This is an optimization exercise on Yosys and OpenROAD, whose aim is small area, a short achievable clock period and few clock cycles per item, not a production implementation. No run shown here included a check of the RTL's function; only the layout flow was run.

## flow/design.v (module list and top-level ports; edited modules follow where they fit)
// module lm_sub: 28 lines
// module lm_add: 32 lines
// module lm_mul: 32 lines
// module lm_mul24: 905 lines
// module lm_lzc32: 16 lines
// module lm_rsh_sticky: 19 lines
// module level_meter: 53 lines
module level_meter (
    input  wire        clk,
    input  wire        rst,
    input  wire        in_valid,
    output wire        in_ready,
    input  wire [31:0] in_sample,
    input  wire [31:0] cfg_attack,
    input  wire [31:0] cfg_decay,
    input  wire [31:0] cfg_min,
    input  wire [31:0] cfg_max,
    output reg         out_valid,
    output wire [31:0] level
);
  // ...
==> flow/flow/run.sh <==
#!/bin/bash
# Standard ORFS layout, with timing repair asked to leave 45 ns of setup slack,
# so that the resizer works on the loop's critical path. make's output goes to
# flow_make.log; each ORFS step keeps its own log under orfs/logs/.
set -euo pipefail
bash standard.sh SETUP_SLACK_MARGIN=45 finish > flow_make.log 2>&1
==> flow/standard.sh <==
#!/bin/bash
# synth_recipe.tcl (not shown) runs the flow's synth.tcl, then flattens the netlist and writes it again
# the make line also repeats each setting of config.mk as NAME=value (left out here)
make -C /OpenROAD-flow-scripts/flow DESIGN_CONFIG=/design/flow/config.mk WORK_HOME=/design/flow/orfs CLKGATE_MAP_FILE= SYNTH_SCRIPT=/design/flow/synth_recipe.tcl "${@:-finish}"
==> flow/config.mk <==
export PLATFORM = sky130hd
export DESIGN_NAME = level_meter
export DESIGN_NICKNAME = level_meter
export VERILOG_FILES = /design/flow/design.v
export SDC_FILE = /design/flow/constraint.sdc
export NUM_CORES = 4
export LEC_CHECK = 0
export ABC_AREA = 1
export CAP_MARGIN = 20
export CORE_MARGIN = 2
export CORE_UTILIZATION = 50
export SLEW_MARGIN = 20
==> flow/constraint.sdc <==
create_clock -name core_clock -period 75.0 [get_ports {clk}]
set_input_delay 15.0000 -clock core_clock [delete_from_list [all_inputs] [get_ports {clk}]]
set_output_delay 15.0000 -clock core_clock [all_outputs]
set_load 0.01 [all_outputs]
==> impl_metrics.yaml, run 1 <==
synthesis:
  yosysTopAreaCellShare_pct: 16.4
  synth_fa_ha_area_share_pct: 19.7
  synth_compound_area_share_pct: 17.7
  yosys_warnings: 1
  synth.distinct_cells: 91
  synth.avg_cell_area_sq_um: 6.17
  yosysSeqAreaShare_pct: 6.55
timing:
  rsz0062_at_grt: "false"
  slew_viol_final: 0
  setup_ws_ps: 46120
  fin_worst_skew_ps: 31.5
  fmax_ghz: 0.0346
  finalSetupViolCount: 0
finish:
  seqCellArea_sq_mm: 0.00283
  most-common-layout-cells: "nand2_1, inv_1, nand3_1"
  clkCellAreaFrac_pct: 1.17
critical_path:
  r2r-end: "lvl[15]"
  arrival_ps: 29140
  cp-endpoint: "lvl[15]"
  slowest_delay_ps: 560
  reg2reg_depth: 191
  crit_family: "simple AND/OR/NAND/NOR gates"
  worstSetupStartpointType: "register"
routing:
  met2_length_um: 82500
  routed_wl_um: 191000
  vias: 51100
global_routing:
  grt_util_met3_pct: 8.17
  grt_max_degree: 47
  top_usage_layer: "met2"
place:
  dp_hpwl_um: 139000
  place_ws_ps: 35910
cts:
  htreeDepth: 4
  cts_buffer_depth: 2
status:
  outcome: "timing/DRC/antenna clean"
floorplan:
  die_h_um: 298
  io_pins: 197
job:
  drv_cap: 0
==> module lm_sub, before the edit <==
module lm_sub (
    input  wire [30:0]       I,
    input  wire [30:0]       L,
    output wire              s,
    output wire signed [9:0] ed,
    output wire [23:0]       md,
    output wire              rd
);
    assign s = I > L;
    wire [30:0] B = s ? I : L;
    wire [30:0] S = s ? L : I;
    wire        nB = |B[30:23];
    wire        nS = |S[30:23];
    wire [7:0]  eB = {B[30:24], B[23] | ~nB};
    wire [7:0]  eS = {S[30:24], S[23] | ~nS};
    wire [7:0]  dl = eB - eS;
    wire [26:0] sa0;
    lm_rsh_sticky #(27) u_al (.x({nS, S[22:0], 3'b000}), .sh(dl[4:0]), .y(sa0));
    wire        far = |dl[7:5];
    wire [26:0] sa = far ? {26'd0, nS | (|S[22:0])} : sa0;
    wire [26:0] r = {nB, B[22:0], 3'b000} - sa;
    wire [5:0]  lz;
    lm_lzc32 u_lz (.x({r, 5'b11111}), .lz(lz));
    wire [26:0] n = r << lz[4:0];
    assign rd = n[2] & (n[3] | n[1] | n[0]);
    assign ed = {2'b00, eB} - {5'd0, lz[4:0]};
    assign md = n[26:3];
endmodule
==> module lm_add, before the edit <==
module lm_add (
    input  wire [30:0] L,
    input  wire        s,
    input  wire [7:0]  pe,
    input  wire [22:0] pf,
    output wire [30:0] t,
    output wire        rnd
);
    wire        swap = s & (pe > L[30:23]);
    wire [30:0] X = swap ? {pe, pf} : L;
    wire [30:0] Z = swap ? L : {pe, pf};
    wire        nX = |X[30:23];
    wire        nZ = |Z[30:23];
    wire [7:0]  eX = {X[30:24], X[23] | ~nX};
    wire [7:0]  eZ = {Z[30:24], Z[23] | ~nZ};
    wire [7:0]  dl = eX - eZ;
    wire [26:0] za0;
    lm_rsh_sticky #(27) u_al (.x({nZ, Z[22:0], 3'b000}), .sh(dl[4:0]), .y(za0));
    wire        far = |dl[7:5];
    wire [26:0] za = far ? {26'd0, nZ | (|Z[22:0])} : za0;
    wire [27:0] r = {1'b0, nX, X[22:0], 3'b000} + {1'b0, za ^ {27{~s}}} + {27'd0, ~s};
    wire        co = s & r[27];
    wire [7:0]  lim = eX - 8'd1;
    wire [31:0] mark = (lim < 8'd27) ? (32'h80000000 >> lim) : 32'd0;
    wire [5:0]  lz;
    lm_lzc32 u_lz (.x({r[26:0], 5'b00000} | mark), .lz(lz));
    wire [26:0] nl = r[26:0] << lz[4:0];
    wire [26:0] m = co ? {r[27:2], r[1] | r[0]} : nl;
    wire [8:0]  e = co ? {1'b0, eX} + 9'd1 : (nl[26] ? {1'b0, eX} - {3'd0, lz} : 9'd0);
    assign rnd = m[2] & (m[3] | m[1] | m[0]);
    assign t   = {e[7:0], m[25:3]};
endmodule
==> inputs of run 2 (changes only) <==
--- a/flow/design.v
+++ b/flow/design.v
@@ -9,14 +9,17 @@
     assign s = I > L;
-    wire [30:0] B = s ? I : L;
-    wire [30:0] S = s ? L : I;
-    wire        nB = |B[30:23];
-    wire        nS = |S[30:23];
-    wire [7:0]  eB = {B[30:24], B[23] | ~nB};
-    wire [7:0]  eS = {S[30:24], S[23] | ~nS};
-    wire [7:0]  dl = eB - eS;
+    wire        nI = |I[30:23];
+    wire        nL = |L[30:23];
+    wire [7:0]  eI = {I[30:24], I[23] | ~nI};
+    wire [7:0]  eL = {L[30:24], L[23] | ~nL};
+    wire [7:0]  dIL = eI - eL;
+    wire [7:0]  dLI = eL - eI;
+    wire [7:0]  dl = s ? dIL : dLI;
+    wire [7:0]  eB = s ? eI : eL;
+    wire [23:0] mB = s ? {nI, I[22:0]} : {nL, L[22:0]};
+    wire [23:0] mS = s ? {nL, L[22:0]} : {nI, I[22:0]};
     wire [26:0] sa0;
-    lm_rsh_sticky #(27) u_al (.x({nS, S[22:0], 3'b000}), .sh(dl[4:0]), .y(sa0));
+    lm_rsh_sticky #(27) u_al (.x({mS, 3'b000}), .sh(dl[4:0]), .y(sa0));
     wire        far = |dl[7:5];
-    wire [26:0] sa = far ? {26'd0, nS | (|S[22:0])} : sa0;
-    wire [26:0] r = {nB, B[22:0], 3'b000} - sa;
+    wire [26:0] sa = far ? {26'd0, |mS} : sa0;
+    wire [26:0] r = {mB, 3'b000} - sa;
     wire [5:0]  lz;
@@ -36,15 +39,19 @@
 );
-    wire        swap = s & (pe > L[30:23]);
-    wire [30:0] X = swap ? {pe, pf} : L;
-    wire [30:0] Z = swap ? L : {pe, pf};
-    wire        nX = |X[30:23];
-    wire        nZ = |Z[30:23];
-    wire [7:0]  eX = {X[30:24], X[23] | ~nX};
-    wire [7:0]  eZ = {Z[30:24], Z[23] | ~nZ};
-    wire [7:0]  dl = eX - eZ;
+    wire        nL = |L[30:23];
+    wire        nP = |pe;
+    wire [7:0]  eL = {L[30:24], L[23] | ~nL};
+    wire [7:0]  eP = {pe[7:1], pe[0] | ~nP};
+    wire [8:0]  dPL = {1'b0, eP} - {1'b0, eL};
+    wire [7:0]  dLP = eL - eP;
+    wire        swap = s & ~dPL[8] & (|dPL[7:0]);
+    wire [7:0]  dl = swap ? dPL[7:0] : dLP;
+    wire [23:0] mX = swap ? {nP, pf} : {nL, L[22:0]};
+    wire [23:0] mZ = swap ? {nL, L[22:0]} : {nP, pf};
+    wire [7:0]  eX = swap ? eP : eL;
+    wire        nX = mX[23];
     wire [26:0] za0;
-    lm_rsh_sticky #(27) u_al (.x({nZ, Z[22:0], 3'b000}), .sh(dl[4:0]), .y(za0));
+    lm_rsh_sticky #(27) u_al (.x({mZ, 3'b000}), .sh(dl[4:0]), .y(za0));
     wire        far = |dl[7:5];
-    wire [26:0] za = far ? {26'd0, nZ | (|Z[22:0])} : za0;
-    wire [27:0] r = {1'b0, nX, X[22:0], 3'b000} + {1'b0, za ^ {27{~s}}} + {27'd0, ~s};
+    wire [26:0] za = far ? {26'd0, |mZ} : za0;
+    wire [27:0] r = {1'b0, mX, 3'b000} + {1'b0, za ^ {27{~s}}} + {27'd0, ~s};
     wire        co = s & r[27];
==> flow/flow/run.sh (replaced) <==
#!/bin/bash
# Standard ORFS layout, with timing repair asked to leave 46 ns of setup slack,
# so that the resizer works on the loop's critical path. make's output goes to
# flow_make.log; each ORFS step keeps its own log under orfs/logs/.
set -euo pipefail
bash standard.sh SETUP_SLACK_MARGIN=46 finish > flow_make.log 2>&1
==> impl_metrics.yaml, run 2 <==
floorplan:
  initial_core_util_pct: 50.2
  die_w_um: 291
  die_h_um: 291
  die_area_sq_mm: 0.0844
  num_rows: 105
  io_pins: 197
  core_sq_mm: 0.0817
place:
  placed_area_sq_mm: 0.0435
  gp_congestion: 1.06
  port_buffers: 189
  dp_hpwl_um: 137000
cts:
  clk_latency_ps: 440
  cts_buffer_depth: 2
  root_buffer: "clkbuf_16"
  clk_pin_slew_ps: 70
  cts.sinks: 126
  hold_buffers: 0
  cts_buffers: 17
  cts_tree: "yes"
  htreeDepth: 4
finish:
  most-common-layout-cells: "nand2_1, inv_1, nand3_1"
  postLayoutCellArea_sq_mm: 0.0494
  final_common_cell: "nand2_1"
  drive_gt1_share_pct: 15.7
  fin_nets: 7755
  n_fill_cell: 8110
  area_growth_pct: 20.3
critical_path:
  path_class: "reg -> reg"
  cp.required_ps: 75190
  rrSetupSlack_ps: 47160
  end_kind: "register"
  cpMaxStageDelayCell: "fa_1"
  arrival_ps: 28030
  worstSetupStartpointType: "register"
  slowest_delay_ps: 650
  path_max_fanout: 34
  crit_top_cell: "nand2_2"
synthesis:
  synth_commonest_cells: "nand2_1, inv_1, nand3_1"
  yosys_warnings: 1
  synth.avg_cell_area_sq_um: 6.06
  yosysSeqAreaShare_pct: 6.90
  synth_area_leader_cell: "nand2_1"
  yosysMostFrequentCell: "nand2_1"
  synth_edf_count: 31
  yosys-top-cells-area: "nand2_1, fa_1, ha_1, nand3_1, inv_1"
  yosysTopAreaCellShare_pct: 15.4
  synth_nets: 7479
  synth_cells: 6772
  syn_area_sq_mm: 0.0410
  synth.distinct_cells: 80
  synth_flop_cell: "dfxtp_1"
  async_reset_ff_share_pct: 0
  yosys_register_bits: 126
global_routing:
  grt.total_usage_pct: 42.6
  grt-ovfl-total: 0
  grt_pass1_vias: 47500
  grt_pass1_wl_um: 279000
  antenna_found_initial: 2
  grt_max_degree: 71
timing:
  slew_headroom_pct: 26.7
  finalSetupViolCount: 0
  hold_viol_final: 0
  layout_min_cycle_time_ps: 27840
  slew_viol_final: 0
  fin_worst_skew_ps: 18.0
  fmax_ghz: 0.0359
  rsz0062_at_grt: "false"
  fin_setup_tns_ps: 0
  finalCritPeriodShare_pct: 37.1
  worst_slew_pin_slew_ps: 1090
routing:
  drt_iter0_drc: 6781
  avgRoutedWirePerCell_um: 23.4
  vias: 50800
  first_pass_iters: 21
  drc: 0
  ant_nets: 0
  vias_per_cell: 6.25
  routed_wl_um: 190000
job:
  drv_cap: 0
worst_hold_path:
  hold_class: "reg -> reg"
status:
  outcome: "timing/DRC/antenna clean"
[run 2: cell types whose count changed after synthesis, sizes merged, moves of 13 or more]
cell / previous run / this run
buf: 91 / 111
nand2: 2072 / 1767
o21ai: 451 / 480
o221ai: 152 / 167
clkbuf: 220 / 200
xor2: 128 / 141
nor2: 533 / 550
inv: 961 / 947
[run 2: cell families after synthesis]
| logic type | Yosys count | synth area share (%) |
|---|---|---|
| compound gates | 1265 | 18.7 |
| xor+xnor | 194 | 4.16 |
| fa+ha+maj | 544 | 21.2 |
| buf+inv | 1297 | 12.6 |
| flops | 126 | 6.90 |
| mux | 21 | 0.512 |
| other cells | 2 | 0.0183 |
| simple gates | 3323 | 35.9 |
[run 2: layer usage]
| metal | track usage, % | share of wire, % | up-vias |
|---|---|---|---|
| met4 | 30.2 | 9.2 | 4 |
| met5 | 0 | 0.027 | - |
| met2 | 69.6 | 44 | 3410 |
| li1 | - | - | 23100 |
| met3 | 10.1 | 11 | 1070 |
| met1 | 49.2 | 36 | 23300 |
[run 2: worst max-delay path: cells and delay by family (launching register included)]
kind | cells | cell delay (ps)
AND/OR/NAND/NOR | 94 | 11850
AO/OA/AOI/OAI | 36 | 5810
adder cells (fa/ha/maj) | 15 | 5240
buffers and inverters | 27 | 3730
flip-flops | 1 | 440
XOR/XNOR | 2 | 370
[run 2: worst paths after layout]
kind           start        end  cells past startpoint
min             busy  out_valid                      2
max reg2reg  lvl[26]     lvl[3]                    174
max          lvl[26]     lvl[3]                    174
min reg2reg     busy  out_valid                      2
[run 2: layout make-up]
class | instances | area [sq um] | share of cell area (%)
Antenna cell | 1 | 2.50 | 0.00507
Clock buffer | 20 | 479 | 0.970
Clock inverter | 12 | 170 | 0.345
Inverter | 986 | 3890 | 7.88
Multi-Input combinational cell | 5369 | 35500 | 71.9
Sequential cell | 126 | 2830 | 5.74
Tap cell | 1070 | 1340 | 2.71
Timing Repair Buffer | 542 | 5150 | 10.4
Timing Repair inverter | 6 | 37.5 | 0.0760
[run 2: metrics by stage]
| stage | setup WS, ps | cells | hold slack, ps | utilization, % |
|---|---|---|---|---|
| after floorplan | 48730 | 6772 | 410 | - |
| after global placement | 38170 | 7812 | 433 | 53.3 |
| after detailed placement | 38040 | 7812 | 431 | 53.3 |
| after CTS | 45960 | 7964 | 441 | 56.6 |
| after global routing | 45600 | 8131 | 460 | 60.4 |
| final | 47160 | 8132 | 438 | 60.4 |
[run 2: timing repair]
action                     in CTS  in global routing
gates resized for setup       269                429
setup endpoints to repair      31                 31
cloned                         24                 13
setup buffers                  96                152
pin swaps                      39                159

[static timing again, ports no longer ideal]
The results above use ideal ports. As a check the final layouts listed here were re-extracted and re-timed, cells and wires unchanged.
Step 1 assumes that a clkbuf_16 drives the clock port and a buf_2 every other input.
Step 2 also shifts input and output timing later by t, the mid clock arrival at the registers, as if the neighbouring blocks saw the same clock.
a / b / c = ideal ports / drivers / drivers and shift; a / b = the first two.
run | t, ns | slack for setup (ns) | hold slack, ns | worst register clock-pin slew, ns | worst data-port slew with drivers (ns)
run 1 | 0.583 | 46.117 / 46.117 / 46.117 | 0.456 / 0.456 / 0.456 | 0.10 / 0.10 | 0.07
run 2 | 0.496 | 47.159 / 47.159 / 47.159 | 0.438 / 0.438 / 0.438 | 0.07 / 0.07 | 0.08
After both steps setup and hold are still met in every run listed.
